What follows belongs to an exercise in optimizing a design on an open flow for small area, a short achievable clock period and few clock cycles; a production flow would make more cautious choices.
Only simulation tests tie the RTL to the original design; equivalence was not proved.
Power and IR drop assume default switching activity.

## design/flow/design.v

```verilog
module jbd_bms_parser (
    input  wire        clk,
    input  wire        rst,         
    input  wire        cmd_valid,
    input  wire [15:0] cmd_word,
    output wire        cmd_ready,
    input  wire [11:0] rd_addr,
    output reg  [31:0] rd_data
);
    localparam [7:0] OP_NOP      = 8'h00,
                     OP_CLEAR    = 8'h01,
                     OP_PUSH     = 8'h02,
                     OP_VALIDATE = 8'h03,
                     OP_DECODE   = 8'h04,
                     OP_PARSE    = 8'h05;
    localparam [7:0] R_OK           = 8'h00,
                     R_INCOMPLETE   = 8'h01,
                     R_BAD_START    = 8'h02,
                     R_BAD_END      = 8'h03,
                     R_LEN_MISMATCH = 8'h04,
                     R_DEV_STATUS   = 8'h05,
                     R_UNKNOWN_TYPE = 8'h06,
                     R_CSUM         = 8'h07,
                     R_UNSUPPORTED  = 8'h08,
                     R_REC_SIZE     = 8'h09,
                     R_NOT_VALID    = 8'h0A,
                     R_ILLEGAL      = 8'h0B;
    localparam [1:0] ST_NONE = 2'd0, ST_VALIDATE = 2'd1, ST_DECODE = 2'd2, ST_COMMAND = 2'd3;
    localparam [1:0] T_NONE  = 2'd0, T_BASIC     = 2'd1, T_CELLS   = 2'd2, T_UNKNOWN  = 2'd3;
    localparam CAP_SIZE = 262;
    localparam [2:0] S_IDLE  = 3'd0,
                     S_VCHK  = 3'd1,    
                     S_SUM   = 3'd2,    
                     S_CHI   = 3'd3,    
                     S_CLO   = 3'd4,    
                     S_DEC   = 3'd5;    
    reg [2:0] state;
    assign cmd_ready = (state == S_IDLE);
    reg [7:0]  cap_buf [0:CAP_SIZE-1];
    reg [15:0] cap_len;
    reg [7:0]  last_byte;
    reg [7:0]  result;
    reg [1:0]  res_stage;
    reg [15:0] diag_obs;
    reg [15:0] diag_exp;
    reg        frame_valid;
    reg [1:0]  rtype;
    reg [7:0]  type_code;
    reg [7:0]  dev_status;
    reg [7:0]  pay_len;
    reg [15:0] csum_rx;
    reg [15:0] csum_calc;
    reg [1:0]  rec_kind;
    reg [15:0] bi_total_v, bi_current, bi_remain_cap, bi_nominal_cap;
    reg [15:0] bi_cycles, bi_date;
    reg [31:0] bi_balance;
    reg [15:0] bi_protect;
    reg [7:0]  bi_sw_ver, bi_soc, bi_fet, bi_cells, bi_ntc_count;
    reg [1:0]  bi_temp_count;
    reg [15:0] bi_temp [0:2];
    reg [7:0]  bi_trailer [0:8];
    reg [15:0] bi_csum;
    reg [2:0]  cv_count;
    reg [15:0] cv_cell [0:5];
    reg [15:0] cv_csum;
    reg        parse_mode;    
    reg [1:0]  dec_type;      
    reg [8:0]  idx;           
    reg [15:0] acc;           
    reg [7:0]  csum_hi;
    wire [7:0] op  = cmd_word[15:8];
    wire [7:0] arg = cmd_word[7:0];
    wire       take = cmd_valid && cmd_ready;
    wire legal = (op == OP_NOP      && arg == 8'h00) ||
                 (op == OP_CLEAR    && arg == 8'h00) ||
                 (op == OP_PUSH) ||
                 (op == OP_VALIDATE && arg == 8'h00) ||
                 (op == OP_DECODE   && arg >= 8'h01 && arg <= 8'h03) ||
                 (op == OP_PARSE    && arg == 8'h00);
    wire [7:0] buf_at_idx = (idx < CAP_SIZE) ? cap_buf[idx] : 8'h00;
    wire [7:0]  hdr_type   = cap_buf[1];
    wire [7:0]  hdr_status = cap_buf[2];
    wire [7:0]  hdr_len    = cap_buf[3];
    wire [15:0] frame_len  = 16'd7 + {8'h00, hdr_len};
    function [15:0] be16;
        input [7:0] hi;
        input [7:0] lo;
        be16 = {hi, lo};
    endfunction
    reg [15:0] cells_csum;
    always @(*) begin
        case (pay_len)
            8'd0:    cells_csum = be16(cap_buf[4],  cap_buf[5]);
            8'd2:    cells_csum = be16(cap_buf[6],  cap_buf[7]);
            8'd4:    cells_csum = be16(cap_buf[8],  cap_buf[9]);
            8'd6:    cells_csum = be16(cap_buf[10], cap_buf[11]);
            8'd8:    cells_csum = be16(cap_buf[12], cap_buf[13]);
            8'd10:   cells_csum = be16(cap_buf[14], cap_buf[15]);
            default: cells_csum = be16(cap_buf[16], cap_buf[17]);
        endcase
    end
    wire [15:0] basic_csum = be16(cap_buf[42], cap_buf[43]);
    wire [7:0]  cells_exp  = ((pay_len > 8'd12) ? 8'd12 : pay_len) & 8'hFE;
    wire [1:0]  ntc_clamp  = (cap_buf[26] > 8'd3) ? 2'd3 : cap_buf[26][1:0];
    integer i;
    task clear_frame;
        begin
            frame_valid <= 1'b0;
            rtype       <= T_NONE;
            type_code   <= 8'h00;
            dev_status  <= 8'h00;
            pay_len     <= 8'h00;
            csum_rx     <= 16'h0000;
            csum_calc   <= 16'h0000;
        end
    endtask
    task clear_record;
        begin
            rec_kind       <= T_NONE;
            bi_total_v     <= 16'h0000;
            bi_current     <= 16'h0000;
            bi_remain_cap  <= 16'h0000;
            bi_nominal_cap <= 16'h0000;
            bi_cycles      <= 16'h0000;
            bi_date        <= 16'h0000;
            bi_balance     <= 32'h0000_0000;
            bi_protect     <= 16'h0000;
            bi_sw_ver      <= 8'h00;
            bi_soc         <= 8'h00;
            bi_fet         <= 8'h00;
            bi_cells       <= 8'h00;
            bi_ntc_count   <= 8'h00;
            bi_temp_count  <= 2'd0;
            for (i = 0; i < 3; i = i + 1) bi_temp[i] <= 16'h0000;
            for (i = 0; i < 9; i = i + 1) bi_trailer[i] <= 8'h00;
            bi_csum        <= 16'h0000;
            cv_count       <= 3'd0;
            for (i = 0; i < 6; i = i + 1) cv_cell[i] <= 16'h0000;
            cv_csum        <= 16'h0000;
        end
    endtask
    task set_result;
        input [7:0]  code;
        input [1:0]  stage;
        input [15:0] obs;
        input [15:0] exp;
        begin
            result    <= code;
            res_stage <= stage;
            diag_obs  <= obs;
            diag_exp  <= exp;
        end
    endtask
    always @(posedge clk) begin
        if (!rst && take && op == OP_PUSH && cap_len < CAP_SIZE)
            cap_buf[cap_len[8:0]] <= arg;
    end
    always @(posedge clk) begin
        if (rst) begin
            state      <= S_IDLE;
            cap_len    <= 16'h0000;
            last_byte  <= 8'h00;
            set_result(R_OK, ST_NONE, 16'h0000, 16'h0000);
            clear_frame();
            clear_record();
            parse_mode <= 1'b0;
            dec_type   <= T_NONE;
            idx        <= 9'd0;
            acc        <= 16'h0000;
            csum_hi    <= 8'h00;
        end else begin
            case (state)
            S_IDLE: if (take) begin
                if (!legal) begin
                    set_result(R_ILLEGAL, ST_COMMAND, cmd_word, 16'h0000);
                end else begin
                    case (op)
                    OP_CLEAR: begin
                        cap_len   <= 16'h0000;
                        last_byte <= 8'h00;
                        clear_frame();
                        clear_record();
                        set_result(R_OK, ST_NONE, 16'h0000, 16'h0000);
                    end
                    OP_PUSH: begin
                        last_byte   <= arg;
                        if (cap_len != 16'hFFFF)
                            cap_len <= cap_len + 16'd1;
                        frame_valid <= 1'b0;
                        clear_record();
                    end
                    OP_VALIDATE, OP_PARSE: begin
                        clear_frame();
                        clear_record();
                        parse_mode <= (op == OP_PARSE);
                        state      <= S_VCHK;
                    end
                    OP_DECODE: begin
                        clear_record();
                        dec_type <= arg[1:0];
                        state    <= S_DEC;
                    end
                    default: ;    
                    endcase
                end
            end
            S_VCHK: begin
                if (cap_len < 16'd7) begin
                    set_result(R_INCOMPLETE, ST_VALIDATE, cap_len, 16'd7);
                    state <= S_IDLE;
                end else if (cap_buf[0] != 8'hDD) begin
                    set_result(R_BAD_START, ST_VALIDATE, {8'h00, cap_buf[0]}, 16'h00DD);
                    state <= S_IDLE;
                end else if (last_byte != 8'h77) begin
                    set_result(R_BAD_END, ST_VALIDATE, {8'h00, last_byte}, 16'h0077);
                    state <= S_IDLE;
                end else begin
                    type_code  <= hdr_type;
                    dev_status <= hdr_status;
                    pay_len    <= hdr_len;
                    if (cap_len != frame_len) begin
                        set_result(R_LEN_MISMATCH, ST_VALIDATE, cap_len, frame_len);
                        state <= S_IDLE;
                    end else if (hdr_status != 8'h00) begin
                        set_result(R_DEV_STATUS, ST_VALIDATE, {8'h00, hdr_status}, 16'h0000);
                        state <= S_IDLE;
                    end else if (hdr_type != 8'h03 && hdr_type != 8'h04) begin
                        rtype <= T_UNKNOWN;
                        set_result(R_UNKNOWN_TYPE, ST_VALIDATE, {8'h00, hdr_type}, 16'h0000);
                        state <= S_IDLE;
                    end else begin
                        rtype <= (hdr_type == 8'h03) ? T_BASIC : T_CELLS;
                        acc   <= {8'h00, hdr_status} + {8'h00, hdr_len};
                        idx   <= 9'd4;
                        state <= (hdr_len == 8'h00) ? S_CHI : S_SUM;
                    end
                end
            end
            S_SUM: begin
                acc <= acc + {8'h00, buf_at_idx};
                idx <= idx + 9'd1;
                if (idx == {1'b0, pay_len} + 9'd3)
                    state <= S_CHI;
            end
            S_CHI: begin
                csum_hi <= buf_at_idx;
                idx     <= idx + 9'd1;
                state   <= S_CLO;
            end
            S_CLO: begin
                csum_rx   <= {csum_hi, buf_at_idx};
                csum_calc <= 16'h0000 - acc;
                if ({csum_hi, buf_at_idx} != 16'h0000 - acc) begin
                    set_result(R_CSUM, ST_VALIDATE, {csum_hi, buf_at_idx}, 16'h0000 - acc);
                    state <= S_IDLE;
                end else begin
                    frame_valid <= 1'b1;
                    if (parse_mode) begin
                        dec_type <= rtype;
                        state    <= S_DEC;
                    end else begin
                        set_result(R_OK, ST_VALIDATE, 16'h0000, 16'h0000);
                        state <= S_IDLE;
                    end
                end
            end
            S_DEC: begin
                state <= S_IDLE;
                if (dec_type == T_UNKNOWN) begin
                    set_result(R_UNSUPPORTED, ST_DECODE, 16'h0003, 16'h0000);
                end else if (!frame_valid) begin
                    set_result(R_NOT_VALID, ST_DECODE, 16'h0000, 16'h0000);
                end else if (dec_type == T_BASIC) begin
                    if (pay_len != 8'd38) begin
                        set_result(R_REC_SIZE, ST_DECODE, {8'h00, pay_len}, 16'd38);
                    end else if (basic_csum != csum_calc) begin
                        set_result(R_CSUM, ST_DECODE, basic_csum, csum_calc);
                    end else begin
                        rec_kind       <= T_BASIC;
                        bi_total_v     <= be16(cap_buf[4],  cap_buf[5]);
                        bi_current     <= be16(cap_buf[6],  cap_buf[7]);
                        bi_remain_cap  <= be16(cap_buf[8],  cap_buf[9]);
                        bi_nominal_cap <= be16(cap_buf[10], cap_buf[11]);
                        bi_cycles      <= be16(cap_buf[12], cap_buf[13]);
                        bi_date        <= be16(cap_buf[14], cap_buf[15]);
                        bi_balance     <= {cap_buf[16], cap_buf[17], cap_buf[18], cap_buf[19]};
                        bi_protect     <= be16(cap_buf[20], cap_buf[21]);
                        bi_sw_ver      <= cap_buf[22];
                        bi_soc         <= cap_buf[23];
                        bi_fet         <= cap_buf[24];
                        bi_cells       <= cap_buf[25];
                        bi_ntc_count   <= cap_buf[26];
                        bi_temp_count  <= ntc_clamp;
                        for (i = 0; i < 3; i = i + 1)
                            bi_temp[i] <= (i < ntc_clamp)
                                        ? be16(cap_buf[27 + 2*i], cap_buf[28 + 2*i])
                                        : be16(cap_buf[28 + 2*i], cap_buf[27 + 2*i]);
                        for (i = 0; i < 9; i = i + 1)
                            bi_trailer[i] <= cap_buf[33 + i];
                        bi_csum        <= basic_csum;
                        set_result(R_OK, ST_DECODE, 16'h0000, 16'h0000);
                    end
                end else begin
                    if (pay_len[0] || pay_len > 8'd12) begin
                        set_result(R_REC_SIZE, ST_DECODE, {8'h00, pay_len}, {8'h00, cells_exp});
                    end else begin
                        rec_kind <= T_CELLS;
                        cv_count <= pay_len[3:1];
                        for (i = 0; i < 6; i = i + 1)
                            cv_cell[i] <= (i < pay_len[3:1])
                                        ? be16(cap_buf[4 + 2*i], cap_buf[5 + 2*i])
                                        : 16'h0000;
                        cv_csum  <= cells_csum;
                        set_result(R_OK, ST_DECODE, 16'h0000, 16'h0000);
                    end
                end
            end
            default: state <= S_IDLE;
            endcase
        end
    end
    wire [8:0] win_off = rd_addr[8:0] - 9'h100;    
    always @(*) begin
        rd_data = 32'h0000_0000;
        if (rd_addr >= 12'h100 && rd_addr < 12'h100 + CAP_SIZE) begin
            rd_data = {24'h0, cap_buf[win_off]};
        end else begin
            case (rd_addr)
            12'h000: rd_data = {16'h0, cap_len};
            12'h001: rd_data = {24'h0, last_byte};
            12'h002: rd_data = {24'h0, result};
            12'h003: rd_data = {30'h0, res_stage};
            12'h004: rd_data = {16'h0, diag_obs};
            12'h005: rd_data = {16'h0, diag_exp};
            12'h006: rd_data = {31'h0, frame_valid};
            12'h007: rd_data = {30'h0, rtype};
            12'h008: rd_data = {24'h0, type_code};
            12'h009: rd_data = {24'h0, dev_status};
            12'h00A: rd_data = {24'h0, pay_len};
            12'h00B: rd_data = {16'h0, csum_rx};
            12'h00C: rd_data = {16'h0, csum_calc};
            12'h00D: rd_data = {30'h0, rec_kind};
            12'h010: rd_data = {16'h0, bi_total_v};
            12'h011: rd_data = {16'h0, bi_current};
            12'h012: rd_data = {16'h0, bi_remain_cap};
            12'h013: rd_data = {16'h0, bi_nominal_cap};
            12'h014: rd_data = {16'h0, bi_cycles};
            12'h015: rd_data = {16'h0, bi_date};
            12'h016: rd_data = bi_balance;
            12'h017: rd_data = {16'h0, bi_protect};
            12'h018: rd_data = {24'h0, bi_sw_ver};
            12'h019: rd_data = {24'h0, bi_soc};
            12'h01A: rd_data = {24'h0, bi_fet};
            12'h01B: rd_data = {24'h0, bi_cells};
            12'h01C: rd_data = {24'h0, bi_ntc_count};
            12'h01D: rd_data = {30'h0, bi_temp_count};
            12'h01E: rd_data = {16'h0, bi_temp[0]};
            12'h01F: rd_data = {16'h0, bi_temp[1]};
            12'h020: rd_data = {16'h0, bi_temp[2]};
            12'h021: rd_data = {24'h0, bi_trailer[0]};
            12'h022: rd_data = {24'h0, bi_trailer[1]};
            12'h023: rd_data = {24'h0, bi_trailer[2]};
            12'h024: rd_data = {24'h0, bi_trailer[3]};
            12'h025: rd_data = {24'h0, bi_trailer[4]};
            12'h026: rd_data = {24'h0, bi_trailer[5]};
            12'h027: rd_data = {24'h0, bi_trailer[6]};
            12'h028: rd_data = {24'h0, bi_trailer[7]};
            12'h029: rd_data = {24'h0, bi_trailer[8]};
            12'h02A: rd_data = {16'h0, bi_csum};
            12'h030: rd_data = {29'h0, cv_count};
            12'h031: rd_data = {16'h0, cv_cell[0]};
            12'h032: rd_data = {16'h0, cv_cell[1]};
            12'h033: rd_data = {16'h0, cv_cell[2]};
            12'h034: rd_data = {16'h0, cv_cell[3]};
            12'h035: rd_data = {16'h0, cv_cell[4]};
            12'h036: rd_data = {16'h0, cv_cell[5]};
            12'h037: rd_data = {16'h0, cv_csum};
            default: rd_data = 32'h0000_0000;
            endcase
        end
    end
endmodule
```

## design/flow/run.sh

```bash
#!/bin/bash
# synth_recipe.tcl (not shown) runs the flow's synth.tcl, then flattens the netlist and writes it again
# the make line also repeats each setting of config.mk as NAME=value (left out here)
make -C /OpenROAD-flow-scripts/flow DESIGN_CONFIG=/design/flow/config.mk WORK_HOME=/design/flow/orfs CLKGATE_MAP_FILE= SYNTH_SCRIPT=/design/flow/synth_recipe.tcl finish
```

## design/flow/config.mk

```make
export PLATFORM = sky130hd
export DESIGN_NAME = jbd_bms_parser
export DESIGN_NICKNAME = jbd_bms_parser
export VERILOG_FILES = /design/flow/design.v
export SDC_FILE = /design/flow/constraint.sdc
export NUM_CORES = 8
export LEC_CHECK = 0
export CAP_MARGIN = 20
export CORE_MARGIN = 2
export CORE_UTILIZATION = 25
export PLACE_DENSITY = 0.45
export SLEW_MARGIN = 20
```

## design/flow/constraint.sdc

```tcl
create_clock -name core_clock -period 10.0 [get_ports {clk}]
set_input_delay 2.0000 -clock core_clock [delete_from_list [all_inputs] [get_ports {clk}]]
set_output_delay 2.0000 -clock core_clock [all_outputs]
set_load 0.01 [all_outputs]
```

==> notes.md <==
## through the flow
| step | utilization [%] | worst slack [ps] | instances | cell area (µm²) | total power (W) |
|---|---|---|---|---|---|
| after floorplan | - | 2630 | 10200 | 152000 | 0.0155 |
| after global placement | 27.3 | 482 | 18000 | 163000 | 0.0161 |
| after detailed placement | 27.3 | 609 | 18000 | 164000 | 0.0161 |
| after global routing | 29.4 | 528 | 18700 | 176000 | 0.0307 |
| final | 29.4 | 593 | 18700 | 176000 | 0.0300 |
| after CTS | 29.4 | 607 | 18700 | 176000 | 0.0302 |
## path summary, 6_finish.rpt
path / end / slack, ps / cells after the start
max reg2reg: diag_exp[7] / 1180 / 18
min: bi_balance[25] / 450 / 2
max: rd_data[5] / 590 / 16
min reg2reg: bi_balance[25] / 450 / 2
## where the power goes
| part | internal [W] | switching [W] | leakage, nW |
|---|---|---|---|
| clock network | 0.00825 | 0.00589 | 6.03 |
| logic | 0.000545 | 0.000847 | 19.4 |
| registers | 0.0144 | 0.0000791 | 28.3 |
## cell usage after synthesis (53+ instances only)
master / n / area share [%]
edfxtp_1: 2560 / 51
buf_2: 71 / 0.24
mux2i_1: 565 / 3.8
a22o_1: 66 / 0.38
nor2_1: 584 / 1.5
nor3_1: 99 / 0.33
buf_6: 55 / 0.41
dfxtp_1: 608 / 8.1
a22oi_1: 469 / 2.3
clkbuf_1: 503 / 1.3
a21oi_1: 650 / 2.2
o21ai_0: 71 / 0.24
a221oi_1: 81 / 0.47
nand2_1: 651 / 1.6
nand3_1: 479 / 1.6
mux4_2: 1259 / 19
buf_1: 104 / 0.26
nand4_1: 65 / 0.27
xor2_1: 53 / 0.31
## flip-flops by register name (all words and copies together), names as in the netlist, 32 cells and up, named ones only
register and count:
cv_cell 96, bi_balance 32, cap_buf 2560, bi_temp 48, bi_trailer 72
## cell families after synthesis
logic type	Yosys count
buffers and inverters	853
xor gates and xnor gates	100
other	1
DFF	3168
muxes	1868
AOI/OAI and AO/OA	1633
adders and majority gates	28
and+or+nand+nor	2129
## critical path, delay by kind of cell
family / cells / cell delay [ps]
and+or+nand+nor: 6 / 1680
buffers and inverters: 7 / 2540
AOI/OAI and AO/OA: 3 / 1150
## placed cells by master (no fill, tap or decap), types with 34 or more instances in the layout
| master | netlist | final |
|---|---|---|
| and3_1 | 34 | 34 |
| conb_1 | 1 | 448 |
| a22oi_1 | 469 | 469 |
| clkdlybuf4s50_1 | 0 | 48 |
| a31oi_1 | 36 | 34 |
| inv_1 | 35 | 34 |
| a21oi_1 | 650 | 648 |
| o21ai_0 | 71 | 70 |
| xor2_1 | 53 | 53 |
| buf_4 | 25 | 489 |
| nor3_1 | 99 | 95 |
| and2_1 | 39 | 37 |
| edfxtp_1 | 2560 | 2560 |
| clkbuf_1 | 503 | 65 |
| nand4_1 | 65 | 65 |
| nand2_1 | 651 | 635 |
| a222oi_1 | 50 | 50 |
| dfxtp_1 | 608 | 602 |
| nand3_1 | 479 | 474 |
| mux4_2 | 1259 | 1259 |
| a221oi_1 | 81 | 81 |
| a22o_1 | 66 | 66 |
| nor2_1 | 584 | 482 |
| xnor2_1 | 43 | 43 |
| clkinv_2 | 0 | 60 |
| clkbuf_16 | 0 | 379 |
| buf_12 | 9 | 46 |
| nor2_2 | 2 | 100 |
| mux2i_1 | 565 | 565 |
| bufinv_16 | 0 | 46 |
| clkinv_1 | 3 | 63 |
## layout make-up
type                    count  area (µm²)  share of cell area [%]
inverters                  39         150                  0.0852
well taps                8008       10000                    5.69
diodes                     26        65.1                  0.0369
clock inverters           221        2510                    1.42
repair buffers            603        5380                    3.05
multi-input cells        6206       59100                    33.5
clock buffers             458        9920                    5.63
flip-flops and latches   3168       89100                    50.5
## layer usage
layer  vias to the layer above  wire (µm)  global-route usage (%)
met1                     54600     262000                    27.8
met5                         -        212                       0
met3                      1392      73800                    6.42
met4                        30      37400                    9.83
met2                      6622     287000                    31.6
li1                      40700          -                       -
==> metrics.cfg <==
[outcome]
status=timing/DRC/antenna clean

[sta]
finalSetupViolCount=0
period_share_pct=94.1
tightestPinTransition_ps=1220
slew_violations=0
fin_setup_tns_ps=0
slew_headroom_pct=18.2
fmax_mhz=106
skew_ps=96.4
hold_viol=0
rsz0062_at_grt=no
fin_crit_ps=9410
worst_hold_slack_ps=448

[global_routing]
antenna_found_initial=67
grt_use_total_pct=21.0
grt_overflow=0
first_global_vias=101000
grt_max_degree=190
grt_pass1_wl_um=889000

[placed_design]
dp.final_hpwl_um=452000
gp_congestion=1.03
numPortBuffers=63

[final_layout]
drive_gt1_share_pct=24.1
syn2layout_area_growth_pct=17.2
nets=10400
fill_cells=59600

[routing]
drt_iter0_markers=16000
drt-total-wl_um=661000
vias=103000
drc=0
antenna_left=0
routedWlPerCell_um=35.3
viasPerCell=5.52
dr.pass1.iters=9

[synthesis]
ys_async_sr_fraction_pct=0
synth_top_family_by_area=multiplexers
muxShareOfSynthArea_pct=23.3
synthSimpleGateAreaFrac_pct=6.40
syn_avg_cell_area_um2=15.4
ys_ff_latch=3168
synth_edf_count=2560
synth-compound-area-share_pct=7.27
synthCells=9780
ys_types=101
synth_adder_area_share_pct=0.243
seq_area_frac_synth_pct=59.2
syn_area_um2=150000
synthFlopType=edfxtp_1
synth_xor_xnor_area_share_pct=0.615
yosysWarnings=4

[cts]
clock_path_buffers=4
clock_latency_ps=1040
cts_made_buffers=368
cts_setup_buffers=0
cts_repair_resize_count=0
cts_tree=done
ctsHoldBuffers=0
path_clk_slew_ps=50
clock-sinks=3168
cts.htree.levels=5
cts_root_buffer=clkbuf_16

[critical_path]
crit_required_ps=8000
crit_path_end_kind=primary output
max_stage_delay_ps=780
worst_path_max_delay_cell=clkdlybuf4s50_1
critical_path_class=input port to primary output
cp.arrival_ps=7410
crit_fanout=16
crit_chain=clkdlybuf4s50_1 -> buf_4 -> or3_1 -> nor4_2 -> buf_4 -> nand2_1 -> buf_4 -> nor3_2 -> buf_4 -> a22o_1 -> a221oi_1 -> nand4_1 -> nor4_1 -> o21ai_0 -> buf_4 -> clkdlybuf4s50_1
setup.worst_path.start_class=input port
cpMostUsedCell=buf_4
crit_start=rd_addr[7]

[die]
row_count=284
die_h_um=779
die_x_um=779
die_area_um2=607000
placeableCoreArea_um2=598000
io_pins=64
start_util_pct=25.1

[power]
ir_drop_uv=139
p_leak_nw=53.7
power_density_nw_per_um2=170

[min_path]
hold_class=flip-flop to flip-flop
min_from=bi_balance[25]

[run]
drv_cap=0

Testbench counts, summed over its fixed seeds: cycles 17,654.

-- what the ideal ports hide --
No port has a modelled driver above. Below, the same layout with a new extraction and two added sets of constraints.
Step 1 (the two cells are an assumption about what drives the block):
set clk [get_ports {clk}]
set_driving_cell -lib_cell sky130_fd_sc_hd__clkbuf_16 $clk
set_driving_cell -lib_cell sky130_fd_sc_hd__buf_2 [delete_from_list [all_inputs] $clk]
Step 2 moves the port delays by t, midway between the first and last clock arrival at a register: inputs arrive t later, outputs are due t later. That takes back most of the time a late clock gives input paths.
Three values: ideal ports, drivers, drivers and shift; two values: the first two.
shift t [ns]: 1.115
setup slack, ns: 0.593 / 0.511 / 0.511
worst setup path at the end: input to output
worst register clock-pin slew, ns: 0.07 / 0.07
After both steps this run still meets setup and hold. For this run, drivers alone change the setup slack by -0.082 ns; drivers and shift together by -0.082 ns.
